Source: an optimization exercise on an open RTL-to-GDS flow (aim: small area). Production flows keep margins and buffers that such runs may drop. RTL that was checked went through simulation tests only; none was proved equivalent to the original. The clock port is modelled as an ideal driver; clocking choices that lean on that would not hold on a real chip. Power is estimated from default activity; no workload was simulated.

== build 16 ==
## fstc
module fstc (
    input  wire        clk,
    input  wire        rst,
    input  wire        start,
    input  wire        tick,
    input  wire        rsp_valid,
    input  wire [1:0]  rsp_kind,
    input  wire [7:0]  rsp_b0,
    input  wire [7:0]  rsp_b1,
    output reg         rd_req,
    output wire [1:0]  rd_len,
    output wire        busy,
    output wire        valid,
    output wire        failed,
    output wire [2:0]  err,
    output wire [15:0] sr0,
    output wire [15:0] sr1,
    output wire [15:0] sr2,
    output wire [15:0] sr3,
    output wire [15:0] sr4,
    output wire [15:0] sr5,
    output wire [15:0] sr6,
    output wire [15:0] sr7,
    output wire [15:0] sr8,
    output wire [15:0] sr9,
    output wire [15:0] sr10,
    output wire [15:0] sr11,
    output wire [15:0] sr12,
    output wire [15:0] sr13,
    output wire [15:0] sr14,
    output wire [15:0] sr15
);
    localparam [2:0] PH_IDLE    = 3'd0;
    localparam [2:0] PH_SEARCH  = 3'd1;
    localparam [2:0] PH_LENGTH  = 3'd2;
    localparam [2:0] PH_PAYLOAD = 3'd3;
    localparam [2:0] PH_DONE    = 3'd4;
    localparam [2:0] PH_FAIL    = 3'd5;
    localparam [2:0] ERR_NONE     = 3'd0;
    localparam [2:0] ERR_RECEIVE  = 3'd1;
    localparam [2:0] ERR_TIMEOUT  = 3'd2;
    localparam [2:0] ERR_UNEXPECT = 3'd3;
    localparam [2:0] ERR_CHECKSUM = 3'd4;
    reg [2:0]   phase_q;
    reg [3:0]   wc_q;            
    reg         req_q;
    reg [15:0]  elapsed_q;
    reg [12:0]  cks_q;
    reg [2:0]   err_q;
    reg [15:0]  w_q [0:11];      
    wire [7:0] p0 = rsp_b0;
    wire [7:0] p1 = rsp_b1 & {8{rsp_kind[1]}};
    wire in_s = (phase_q == PH_SEARCH);
    wire in_l = (phase_q == PH_LENGTH);
    wire in_p = (phase_q == PH_PAYLOAD);
    wire busy_q = in_s | in_l | in_p;
    wire acc  = rsp_valid & req_q;
    wire kerr = acc & (rsp_kind == 2'd3);
    wire kdat = acc & (rsp_kind[1] ^ rsp_kind[0]);
    wire sof    = (p0 == 8'h42) & (p1 == 8'h4D);
    wire len_ok = (p0 == 8'h00) & (p1 == 8'h1C);
    wire last   = (wc_q == 4'd13);
    wire cks_eq = ({p0, p1} == {3'b000, cks_q});
    wire add   = kdat & ((in_s & sof) | in_l | (in_p & ~last));
    wire shift = kdat & in_p & (~wc_q[3] | ~wc_q[2] | (last & ~cks_eq));
    reg [2:0]  phase_r, phase_n;
    reg [2:0]  err_r, err_n;
    reg        req_n;
    reg        busy_r, go, tmo;
    wire gt_lim = (elapsed_q > 16'd5000);
  ...
For scale: ~740 cells after synthesis, roughly 230 flip-flops.
==> flow/config.mk <==
export PLATFORM = sky130hd
export DESIGN_NAME = fstc
export DESIGN_NICKNAME = fstc
export VERILOG_FILES = /design/flow/design.v
export SDC_FILE = /design/flow/constraint.sdc
export NUM_CORES = 4
export LEC_CHECK = 0
export CAP_MARGIN = 20
export CORE_MARGIN = 2
export CORE_UTILIZATION = 55
export PLACE_DENSITY = 0.7
export SLEW_MARGIN = 20
==> flow/constraint.sdc <==
create_clock -name core_clock -period 12.0 [get_ports {clk}]
set_input_delay 2.4000 -clock core_clock [delete_from_list [all_inputs] [get_ports {clk}]]
set_output_delay 2.4000 -clock core_clock [all_outputs]
set_load 0.01 [all_outputs]
standard.sh (not shown) runs the stock make flow with config.mk's settings and CLKGATE_MAP_FILE= SYNTH_SCRIPT=/design/flow/synth_recipe.tcl, a recipe that flattens the netlist after the stock synthesis.
==> flow/flow/run.sh <==
#!/bin/bash
# Standard synthesis and layout (standard.sh), with two layout choices changed:
#  - each port gets a buf_1 as its port buffer instead of the default pick;
#  - CTS builds the tree from clkbuf_4 cells and adds no dummy loads.
# make's full output goes to flow.log here; ORFS keeps each step's log under orfs/logs/.
set -euo pipefail
bash standard.sh \
  "BUFFER_PORTS_ARGS=-buffer_cell sky130_fd_sc_hd__buf_1" \
  "CTS_ARGS=-sink_clustering_enable -repair_clock_nets -buf_list sky130_fd_sc_hd__clkbuf_4 -dont_use_dummy_load" \
  finish > flow.log 2>&1
Build 16 did not stop at any stage, and its layout met the timing, DRC and antenna checks.
Setup changes, build 16 to build 14
==> flow/run.sh (new file) <==
#!/bin/bash
# synth_recipe.tcl (not shown) runs the flow's synth.tcl, then flattens the netlist and writes it again
# the make line also repeats each setting of config.mk as NAME=value (left out here)
make -C /OpenROAD-flow-scripts/flow DESIGN_CONFIG=/design/flow/config.mk WORK_HOME=/design/flow/orfs CLKGATE_MAP_FILE= SYNTH_SCRIPT=/design/flow/synth_recipe.tcl finish
removed: flow/flow/run.sh
removed: flow/standard.sh
--- outcome ---
Build 14 did not stop at any stage, and its layout met the timing, DRC and antenna checks.
Having completed the whole flow, build 16 delivered a layout that passed the timing, DRC and antenna checks.
Wire length of the first global-routing pass: build 14 higher than build 16
[compare] base=build 16 new=build 14: sequential cell area share lost 9.3 points; clock share of power now larger.
Count of cell instances traversed by the critical path: build 14 vs build 16 up 1
Of the two values seen for startpoint of the most critical setup path, rsp_b0[3] was produced by build 16 and rsp_kind[1] by build 14.
| register share of total power | lower: build 14 |
Compare build 14 and build 16 | fraction of power consumed by combinational cells lower: build 16
Side by side, amount of wire on met3 after detailed routing turned out higher in build 14 than in build 16.
What build 64 does differently from build 14 at the input level:
- putting CTS_BUF_LIST at sky130_fd_sc_hd__clkbuf_4 where nothing was set
==> notes.md <==
Of build 64 and build 14, it is build 64 that has the higher final net count. Taking build 14 as the reference, in build 64 utilization moved down, combinational power level. Build 64 and build 14 ended up with nearly the same sequential power. Post-cts repair resize count of build 64 is on par with build 14. In summary, build 64 completed successfully, with a layout that passed the timing, DRC and antenna checks. Compared with build 14, build 64 ends up with less cell area. Taking build 14 as the reference, in build 64 fraction of area in multi-input gates picked up an extra 0.19 points, post-route setup TNS has remained practically unchanged, synthesized cell count stayed essentially flat.
Function was not checked in any run of this note: the RTL went through the layout flow alone.

Setup of run 1:
Another version of the RTL of fstc (not shown whole).
Size: about 230 flip-flops, roughly 290 I/O pins.
Settings: LEC_CHECK=0, CAP_MARGIN=0, CORE_MARGIN=2, CORE_UTILIZATION=55, PLACE_DENSITY=0.7, SLEW_MARGIN=0; clock period 12.0 ns.
==> flow/flow/run.sh <==
#!/bin/bash
# Standard synthesis and layout (standard.sh), with these choices changed:
#  - synthesis maps the combinational logic with an area-oriented ABC script
#    (flow/abc.script, used in place of ORFS's abc_speed.script; every other
#    synthesis step, and so every register, is the standard one);
#  - each port gets a buf_1 as its port buffer instead of the default pick;
#  - CTS builds the tree from clkbuf_8 cells in clusters of up to 16 sinks
#    and adds no dummy loads;
#  - after CTS, cells with spare slack are downsized (flow/post_cts.tcl).
# make's full output goes to synth.log and flow.log here; ORFS keeps each
# step's log under orfs/logs/.
set -euo pipefail
F=$(pwd)/flow
cp -r "$FLOW_HOME/scripts" scripts_abc
cp "$F/abc.script" scripts_abc/abc_speed.script
bash standard.sh "SCRIPTS_DIR=$(pwd)/scripts_abc" synth > synth.log 2>&1
bash standard.sh \
  "BUFFER_PORTS_ARGS=-buffer_cell sky130_fd_sc_hd__buf_1" \
  "CTS_ARGS=-sink_clustering_enable -repair_clock_nets -buf_list sky130_fd_sc_hd__clkbuf_8 -sink_clustering_size 16 -sink_clustering_max_diameter 80 -dont_use_dummy_load" \
  "POST_CTS_TCL=$F/post_cts.tcl" \
  finish > flow.log 2>&1
==> flow/flow/abc.script <==
&get -n
&st
&dch -f
&nf -R 1000 -p -a -F 8 -A 4
&put
topo
dnsize -c
==> flow/flow/post_cts.tcl <==
# Swap cells that have slack to spare for smaller ones.
estimate_parasitics -placement
repair_timing -recover_power 100 -setup_margin 0
report_design_area
The following lists how run 2 was set up differently from run 1:
- CAP_MARGIN now 20, was 0
- SLEW_MARGIN now 20, was 0
[summary]
Run 1 → run 2: worst setup slack rose 0.013 ns; minimum period implied by the final worst setup slack fell 0.013 ns. On clock distribution power, run 2 tracks run 1 almost exactly.
--- input diff run 2..run 3 ---
- CTS_CLUSTER_DIAMETER: unset -> 60
- SLEW_MARGIN: 20 -> 0
- CTS_CLUSTER_SIZE: unset -> 16
- CTS_BUF_LIST: unset -> sky130_fd_sc_hd__clkbuf_8
- CAP_MARGIN: 20 -> 0
==> flow/run.sh (new file) <==
#!/bin/bash
# synth_recipe.tcl (not shown) runs the flow's synth.tcl, then flattens the netlist and writes it again
# the make line also repeats each setting of config.mk as NAME=value (left out here)
make -C /OpenROAD-flow-scripts/flow DESIGN_CONFIG=/design/flow/config.mk WORK_HOME=/design/flow/orfs CLKGATE_MAP_FILE= SYNTH_SCRIPT=/design/flow/synth_recipe.tcl finish
removed: flow/flow/run.sh
removed: flow/flow/abc.script
removed: flow/flow/post_cts.tcl
removed: flow/standard.sh
## What came out
- For maximum clock rate, run 3 and run 2 come out practically identical.
- | routed wire length | higher: run 3 |
- Diff run 2 -> run 3: met3 routing resource usage after global routing rose by 3.3 points; portion of the layout cell area used by clock cells essentially unchanged.
- Looking only at flip-flop and latch share of the layout cell area, and setting everything else aside, the higher value of run 3 and run 2 goes to run 2.
- The internal power of run 3 was inferior to that of run 2.
- Highest-delay cell along the critical path = clkdlybuf4s50_1: run 3; highest-delay cell along the critical path = fa_1: run 2
### run 3 -> run 4
- CAP_MARGIN now 20, was 0
- CTS_CLUSTER_DIAMETER no longer set, was 60
- SLEW_MARGIN now 20, was 0
- CTS_CLUSTER_SIZE no longer set, was 16
- CTS_BUF_LIST no longer set, was sky130_fd_sc_hd__clkbuf_8
==> flow/flow/run.sh (new file) <==
#!/bin/bash
# Standard synthesis and layout (standard.sh), with two layout choices changed:
#  - each port gets a buf_1 as its port buffer instead of the default pick;
#  - CTS builds the tree from clkbuf_8 cells in clusters of up to 16 sinks
#    and adds no dummy loads.
# make's full output goes to flow.log here; ORFS keeps each step's log under orfs/logs/.
set -euo pipefail
bash standard.sh \
  "BUFFER_PORTS_ARGS=-buffer_cell sky130_fd_sc_hd__buf_1" \
  "CTS_ARGS=-sink_clustering_enable -repair_clock_nets -buf_list sky130_fd_sc_hd__clkbuf_8 -sink_clustering_size 16 -sink_clustering_max_diameter 80 -dont_use_dummy_load" \
  finish > flow.log 2>&1
==> flow/standard.sh (new file) <==
#!/bin/bash
# synth_recipe.tcl (not shown) runs the flow's synth.tcl, then flattens the netlist and writes it again
# the make line also repeats each setting of config.mk as NAME=value (left out here)
make -C /OpenROAD-flow-scripts/flow DESIGN_CONFIG=/design/flow/config.mk WORK_HOME=/design/flow/orfs CLKGATE_MAP_FILE= SYNTH_SCRIPT=/design/flow/synth_recipe.tcl "${@:-finish}"
removed: flow/run.sh
### Flow results
- Going from run 3 to run 4, count of TritonRoute iterations in the first routing pass moved up; area share of fa/ha/maj cells after synthesis level.
- Between run 4 and run 3, the difference in layout net count is negligible.
- Delta (run 4 minus run 3): hold path depth did not really move; total I/O pin count did not really move; number of instances resized during post-cts repair did not really move.

v3:
fstc, a different RTL version from the one above (not shown whole).
Size in the first run: roughly 680 cells after synthesis, roughly 230 flip-flops, ~290 I/O pins.
Settings: LEC_CHECK=0, CAP_MARGIN=0, CORE_MARGIN=2, CORE_UTILIZATION=55, PLACE_DENSITY=0.7, SLEW_MARGIN=0; clock period 12.0 ns.
==> flow/flow/run.sh <==
#!/bin/bash
# Standard synthesis and layout (standard.sh), with these choices changed:
#  - synthesis maps the combinational logic with an area-oriented ABC script
#    (flow/abc.script, used in place of ORFS's abc_speed.script; every other
#    synthesis step, and so every register, is the standard one);
#  - each port gets a buf_1 as its port buffer instead of the default pick;
#  - CTS builds the tree from clkbuf_8 cells in clusters of up to 16 sinks
#    and adds no dummy loads;
#  - after CTS, cells with spare slack are downsized (flow/post_cts.tcl).
# make's full output goes to synth.log and flow.log here; ORFS keeps each
# step's log under orfs/logs/.
set -euo pipefail
F=$(pwd)/flow
cp -r "$FLOW_HOME/scripts" scripts_abc
cp "$F/abc.script" scripts_abc/abc_speed.script
bash standard.sh "SCRIPTS_DIR=$(pwd)/scripts_abc" synth > synth.log 2>&1
bash standard.sh \
  "BUFFER_PORTS_ARGS=-buffer_cell sky130_fd_sc_hd__buf_1" \
  "CTS_ARGS=-sink_clustering_enable -repair_clock_nets -buf_list sky130_fd_sc_hd__clkbuf_8 -sink_clustering_size 16 -sink_clustering_max_diameter 80 -dont_use_dummy_load" \
  "POST_CTS_TCL=$F/post_cts.tcl" \
  finish > flow.log 2>&1
==> flow/flow/abc.script <==
&get -n
&st
&dch -f
&nf -R 1000 -p -a -F 8 -A 4
&put
topo
dnsize -c
==> flow/flow/post_cts.tcl <==
# Swap cells that have slack to spare for smaller ones.
estimate_parasitics -placement
repair_timing -recover_power 100 -setup_margin 0
report_design_area
v3 completed every stage of the flow, and the final layout passed the timing, DRC and antenna checks.
Here is what was changed in the inputs of v9 compared with v3.
- CTS_CLUSTER_SIZE now 16, previously not set
- CTS_CLUSTER_DIAMETER now 60, previously not set
- CTS_BUF_LIST now sky130_fd_sc_hd__clkbuf_8, previously not set
==> flow/run.sh (new file) <==
#!/bin/bash
# synth_recipe.tcl (not shown) runs the flow's synth.tcl, then flattens the netlist and writes it again
# the make line also repeats each setting of config.mk as NAME=value (left out here)
make -C /OpenROAD-flow-scripts/flow DESIGN_CONFIG=/design/flow/config.mk WORK_HOME=/design/flow/orfs CLKGATE_MAP_FILE= SYNTH_SCRIPT=/design/flow/synth_recipe.tcl finish
removed: flow/flow/run.sh
removed: flow/flow/abc.script
removed: flow/flow/post_cts.tcl
removed: flow/standard.sh
Notes after the runs:
Later-pin clock latency in the skew report across v9 and v3: no real change. Looking at number of DRC markers after the initial detailed-route iteration, v9 sits 20% lower than v3 does. v9 — global-route total usage across every layer 3.0 points higher, v3 as reference. Compared to v3, v9 has worst setup slack 990 ps lower.

The RTL this note starts from:
==> flow/design.v <==
module fstc (
    input  wire        clk,
    input  wire        rst,
    input  wire        start,
    input  wire        tick,
    input  wire        rsp_valid,
    input  wire [1:0]  rsp_kind,
    input  wire [7:0]  rsp_b0,
    input  wire [7:0]  rsp_b1,
    output reg         rd_req,
    output wire [1:0]  rd_len,
    output wire        busy,
    output wire        valid,
    output wire        failed,
    output wire [2:0]  err,
    output wire [15:0] sr0,
    output wire [15:0] sr1,
    output wire [15:0] sr2,
    output wire [15:0] sr3,
    output wire [15:0] sr4,
    output wire [15:0] sr5,
    output wire [15:0] sr6,
    output wire [15:0] sr7,
    output wire [15:0] sr8,
    output wire [15:0] sr9,
    output wire [15:0] sr10,
    output wire [15:0] sr11,
    output wire [15:0] sr12,
    output wire [15:0] sr13,
    output wire [15:0] sr14,
    output wire [15:0] sr15
);
    localparam [2:0] PH_IDLE    = 3'd0;
    localparam [2:0] PH_SEARCH  = 3'd1;
    localparam [2:0] PH_LENGTH  = 3'd2;
    localparam [2:0] PH_PAYLOAD = 3'd3;
    localparam [2:0] PH_DONE    = 3'd4;
    localparam [2:0] PH_FAIL    = 3'd5;
    localparam [2:0] ERR_NONE     = 3'd0;
    localparam [2:0] ERR_RECEIVE  = 3'd1;
    localparam [2:0] ERR_TIMEOUT  = 3'd2;
    localparam [2:0] ERR_UNEXPECT = 3'd3;
    localparam [2:0] ERR_CHECKSUM = 3'd4;
    reg         f_q;
    reg [2:0]   x_q;
    wire [2:0]  phase_q = f_q ? PH_FAIL : x_q;
    reg [3:0]   wc_q;            
    reg         req_q;
    reg [15:0]  elapsed_q;
    reg [12:0]  cks_q;
    wire [2:0]  err_q = f_q ? x_q : ERR_NONE;
    reg [15:0]  w_q [0:11];      
    wire [7:0] p0 = rsp_b0;
    wire [7:0] p1 = rsp_b1 & {8{rsp_kind[1]}};
    wire in_s = (phase_q == PH_SEARCH);
    wire in_l = (phase_q == PH_LENGTH);
    wire in_p = (phase_q == PH_PAYLOAD);
    wire busy_q = in_s | in_l | in_p;
    wire acc  = rsp_valid & req_q;
    wire kerr = acc & (rsp_kind == 2'd3);
    wire kdat = acc & (rsp_kind[1] ^ rsp_kind[0]);
    wire sof    = (p0 == 8'h42) & (p1 == 8'h4D);
    wire len_ok = (p0 == 8'h00) & (p1 == 8'h1C);
    wire last   = (wc_q == 4'd13);
    wire cks_eq = ({p0, p1} == {3'b000, cks_q});
    wire add   = kdat & ((in_s & sof) | in_l | (in_p & ~last));
    wire shift = kdat & in_p & (~wc_q[3] | ~wc_q[2] | (last & ~cks_eq));
    reg [2:0]  phase_r, phase_n;
    reg [2:0]  err_r, err_n;
    reg        req_n;
    reg        busy_r, go, tmo;
    wire gt_lim = (elapsed_q > 16'd5000);
    wire eq_lim = (elapsed_q == 16'd5000);
    always @* begin
        phase_r = phase_q;
        err_r   = err_q;
        if (kerr) begin
            phase_r = PH_FAIL;
            err_r   = ERR_RECEIVE;
        end else if (kdat) begin
            if (in_s & sof)
                phase_r = PH_LENGTH;
            if (in_l) begin
                if (len_ok) phase_r = PH_PAYLOAD;
                else begin phase_r = PH_FAIL; err_r = ERR_UNEXPECT; end
            end
            if (in_p & last) begin
                if (cks_eq) phase_r = PH_DONE;
                else begin phase_r = PH_FAIL; err_r = ERR_CHECKSUM; end
            end
        end
        busy_r = (phase_r == PH_SEARCH) | (phase_r == PH_LENGTH) |
                 (phase_r == PH_PAYLOAD);
        go = start & ~busy_r;
        if (go) begin
            phase_r = PH_SEARCH;
            err_r   = ERR_NONE;
        end
        tmo     = ~go & (gt_lim | (eq_lim & tick));
        phase_n = phase_r;
        err_n   = err_r;
        req_n   = req_q & ~rsp_valid & ~go;
        rd_req  = 1'b0;
        if ((busy_r | go) & ~req_n) begin
            if (tmo) begin
                phase_n = PH_FAIL;
                err_n   = ERR_TIMEOUT;
            end else begin
                req_n  = 1'b1;
                rd_req = ~rst;
            end
        end
    end
    wire clr = rst | go;
    wire [7:0]  ga = p0 & {8{add}};
    wire [7:0]  gb = p1 & {8{add}};
    wire [7:0]  s1 = cks_q[7:0] ^ ga ^ gb;
    wire [8:1]  c1 = (cks_q[7:0] & ga) | (cks_q[7:0] & gb) | (ga & gb);
    wire [12:0] ax = {cks_q[12:8], s1};
    wire [12:0] ay = {4'b0000, c1, 1'b0};
    wire [13:0] ar;
    wire [12:0] cks_sum;
    assign ar[0] = 1'b0;
    wire [16:0] ec;
    assign ec[0] = tick & busy_q & ~(&elapsed_q);
    genvar g;
    generate
        for (g = 0; g < 13; g = g + 1) begin : g_cks
            assign cks_sum[g] = ax[g] ^ ay[g] ^ ar[g];
            assign ar[g+1]    = (ax[g] & ay[g]) | (ax[g] & ar[g]) | (ay[g] & ar[g]);
        end
        for (g = 0; g < 16; g = g + 1) begin : g_el
            assign ec[g+1] = ec[g] & elapsed_q[g];
        end
    endgenerate
    always @(posedge clk) begin
        if (rst) begin
            f_q     <= 1'b0;
            x_q     <= PH_IDLE;
            req_q   <= 1'b0;
        end else begin
            f_q     <= (phase_n == PH_FAIL);
            x_q     <= (phase_n == PH_FAIL) ? err_n : phase_n;
            req_q   <= req_n;
        end
        if (clr) begin
            wc_q      <= 4'd0;
        end else if (kdat & in_p) begin
            wc_q      <= wc_q + 4'd1;
        end
        elapsed_q <= (elapsed_q ^ ec[15:0]) & {16{~clr}};
        cks_q     <= cks_sum & {13{~clr}};
    end
    integer i;
    always @(posedge clk) begin
        if (shift) begin
            w_q[0] <= ~{p0, p1};    
            for (i = 1; i < 12; i = i + 1)
                w_q[i] <= w_q[i-1];
        end
    end
    assign rd_len = 2'd2;
    assign busy   = busy_q;
    assign valid  = (phase_q == PH_DONE);
    assign failed = (phase_q == PH_FAIL);
    assign err    = err_q;
    assign sr0 = {3'b000, wc_q, 1'b0, valid, err_q, req_q, phase_q};
    assign sr1 = {3'b000, cks_q};
    assign sr2 = err_q[2] ? ~w_q[0] : (valid ? {3'b000, cks_q} : 16'h0000);
    assign sr3 = elapsed_q;
    wire [15:0] vm = {16{valid}};
    assign sr4  = ~(w_q[11] | ~vm);
    assign sr5  = ~(w_q[10] | ~vm);
    assign sr6  = ~(w_q[9] | ~vm);
    assign sr7  = ~(w_q[8] | ~vm);
    assign sr8  = ~(w_q[7] | ~vm);
    assign sr9  = ~(w_q[6] | ~vm);
    assign sr10 = ~(w_q[5] | ~vm);
    assign sr11 = ~(w_q[4] | ~vm);
    assign sr12 = ~(w_q[3] | ~vm);
    assign sr13 = ~(w_q[2] | ~vm);
    assign sr14 = ~(w_q[1] | ~vm);
    assign sr15 = ~(w_q[0] | ~vm);
endmodule
export LEC_CHECK = 0
export CAP_MARGIN = 0
export CORE_MARGIN = 2
export CORE_UTILIZATION = 70
export PLACE_DENSITY = 0.85
export SLEW_MARGIN = 0
create_clock -name core_clock -period 12.0 [get_ports {clk}]
==> flow/flow/run.sh <==
#!/bin/bash
# Standard synthesis and layout (standard.sh), with these choices changed:
#  - synthesis maps the combinational logic with an area-oriented ABC script
#    (flow/abc.script, used in place of ORFS's abc_speed.script; every other
#    synthesis step, and so every register, is the standard one);
#  - each port gets a buf_1 as its port buffer instead of the default pick;
#  - CTS builds the tree from clkbuf_8 cells in clusters of up to 16 sinks
#    and adds no dummy loads;
#  - after CTS, cells with spare slack are downsized (flow/post_cts.tcl).
# make's full output goes to synth.log and flow.log here; ORFS keeps each
# step's log under orfs/logs/.
set -euo pipefail
F=$(pwd)/flow
cp -r "$FLOW_HOME/scripts" scripts_abc
cp "$F/abc.script" scripts_abc/abc_speed.script
bash standard.sh "SCRIPTS_DIR=$(pwd)/scripts_abc" synth > synth.log 2>&1
bash standard.sh \
  "BUFFER_PORTS_ARGS=-buffer_cell sky130_fd_sc_hd__buf_1" \
  "CTS_ARGS=-sink_clustering_enable -repair_clock_nets -buf_list sky130_fd_sc_hd__clkbuf_8 -sink_clustering_size 16 -sink_clustering_max_diameter 80 -dont_use_dummy_load" \
  "POST_CTS_TCL=$F/post_cts.tcl" \
  finish > flow.log 2>&1
==> flow/flow/abc.script <==
&get -n
&st
&dch -f
&nf -R 1000 -p -a -F 8 -A 4
&put
topo
dnsize -c
==> flow/flow/post_cts.tcl <==
# Swap cells that have slack to spare for smaller ones.
estimate_parasitics -placement
repair_timing -recover_power 100 -setup_margin 0
report_design_area
Rerun with:
==> flow/run.sh (new file) <==
#!/bin/bash
# synth_recipe.tcl (not shown) runs the flow's synth.tcl, then flattens the netlist and writes it again
# the make line also repeats each setting of config.mk as NAME=value (left out here)
make -C /OpenROAD-flow-scripts/flow DESIGN_CONFIG=/design/flow/config.mk WORK_HOME=/design/flow/orfs CLKGATE_MAP_FILE= SYNTH_SCRIPT=/design/flow/synth_recipe.tcl finish
CAP_MARGIN = 20   (was 0)
CORE_UTILIZATION = 55   (was 70)
CTS_BUF_LIST = sky130_fd_sc_hd__clkbuf_8   (was unset)
CTS_CLUSTER_DIAMETER = 60   (was unset)
CTS_CLUSTER_SIZE = 16   (was unset)
PLACE_DENSITY = 0.7   (was 0.85)
SLEW_MARGIN = 20   (was 0)
removed: flow/flow/run.sh
removed: flow/flow/abc.script
removed: flow/flow/post_cts.tcl
removed: flow/standard.sh
Effect: Hold slack gets better by 0.042 ns; global-route usage fell by 5.8 points; design area rose by 18%; first-iteration DRC count fell by 37%; clock skew fell by 0.029 ns; synthesized area rose by 3.2%; final cell count rose by 5.8%; setup slack gets better by 0.024 ns; die area rose by 30%; maximum frequency stays flat.

==> port drivers added, routing unchanged <==
No port has a modelled driver above. Below, the same layouts with a new extraction and two added sets of constraints. Step 1, drivers: a clkbuf_16 drives clk and a buf_2 each remaining input, both assumed. Step 2 moves the port delays by t, midway between the first and last clock arrival at a register: inputs arrive t later, outputs are due t later. That takes back most of the time a late clock gives input paths. Three values: no drivers, after step 1, after step 2; two values: the first two.
run | t (ns) | slack for setup (ns) | clock arrival spread, ns | slew at the worst register clock pin (ns) | worst data-port slew with drivers (ns)
build 16 | 0.653 | 3.677 / 3.695 / 3.042 | 0.074 / 0.074 | 0.06 / 0.06 | 0.05
build 14 | 0.546 | 2.929 / 2.951 / 2.406 | 0.021 / 0.021 | 0.06 / 0.06 | 0.03
build 64 | 0.664 | 3.035 / 3.054 / 2.390 | 0.038 / 0.038 | 0.07 / 0.07 | 0.03
run 1 | 0.526 | 3.077 / 3.087 / 2.561 | 0.060 / 0.060 | 0.11 / 0.11 | 0.04
run 2 | 0.526 | 3.090 / 3.099 / 2.574 | 0.063 / 0.063 | 0.11 / 0.11 | 0.04
run 3 | 0.546 | 3.093 / 3.109 / 2.564 | 0.031 / 0.031 | 0.10 / 0.10 | 0.04
run 4 | 0.542 | 3.897 / 3.918 / 3.376 | 0.028 / 0.029 | 0.10 / 0.10 | 0.03
v3 | 0.516 | 3.614 / 3.628 / 3.112 | 0.050 / 0.050 | 0.11 / 0.11 | 0.03
v9 | 0.538 | 2.625 / 2.633 / 2.095 | 0.023 / 0.024 | 0.11 / 0.11 | 0.04
the first run of note 4 | 0.522 | 3.040 / 3.055 / 2.532 | 0.051 / 0.051 | 0.11 / 0.11 | 0.04
the second run of note 4 | 0.544 | 3.064 / 3.080 / 2.537 | 0.025 / 0.025 | 0.10 / 0.10 | 0.04
After both steps every run listed still meets setup and hold. For build 64, which loses most, drivers alone change the setup slack by +0.019 ns; drivers and shift together by -0.645 ns.
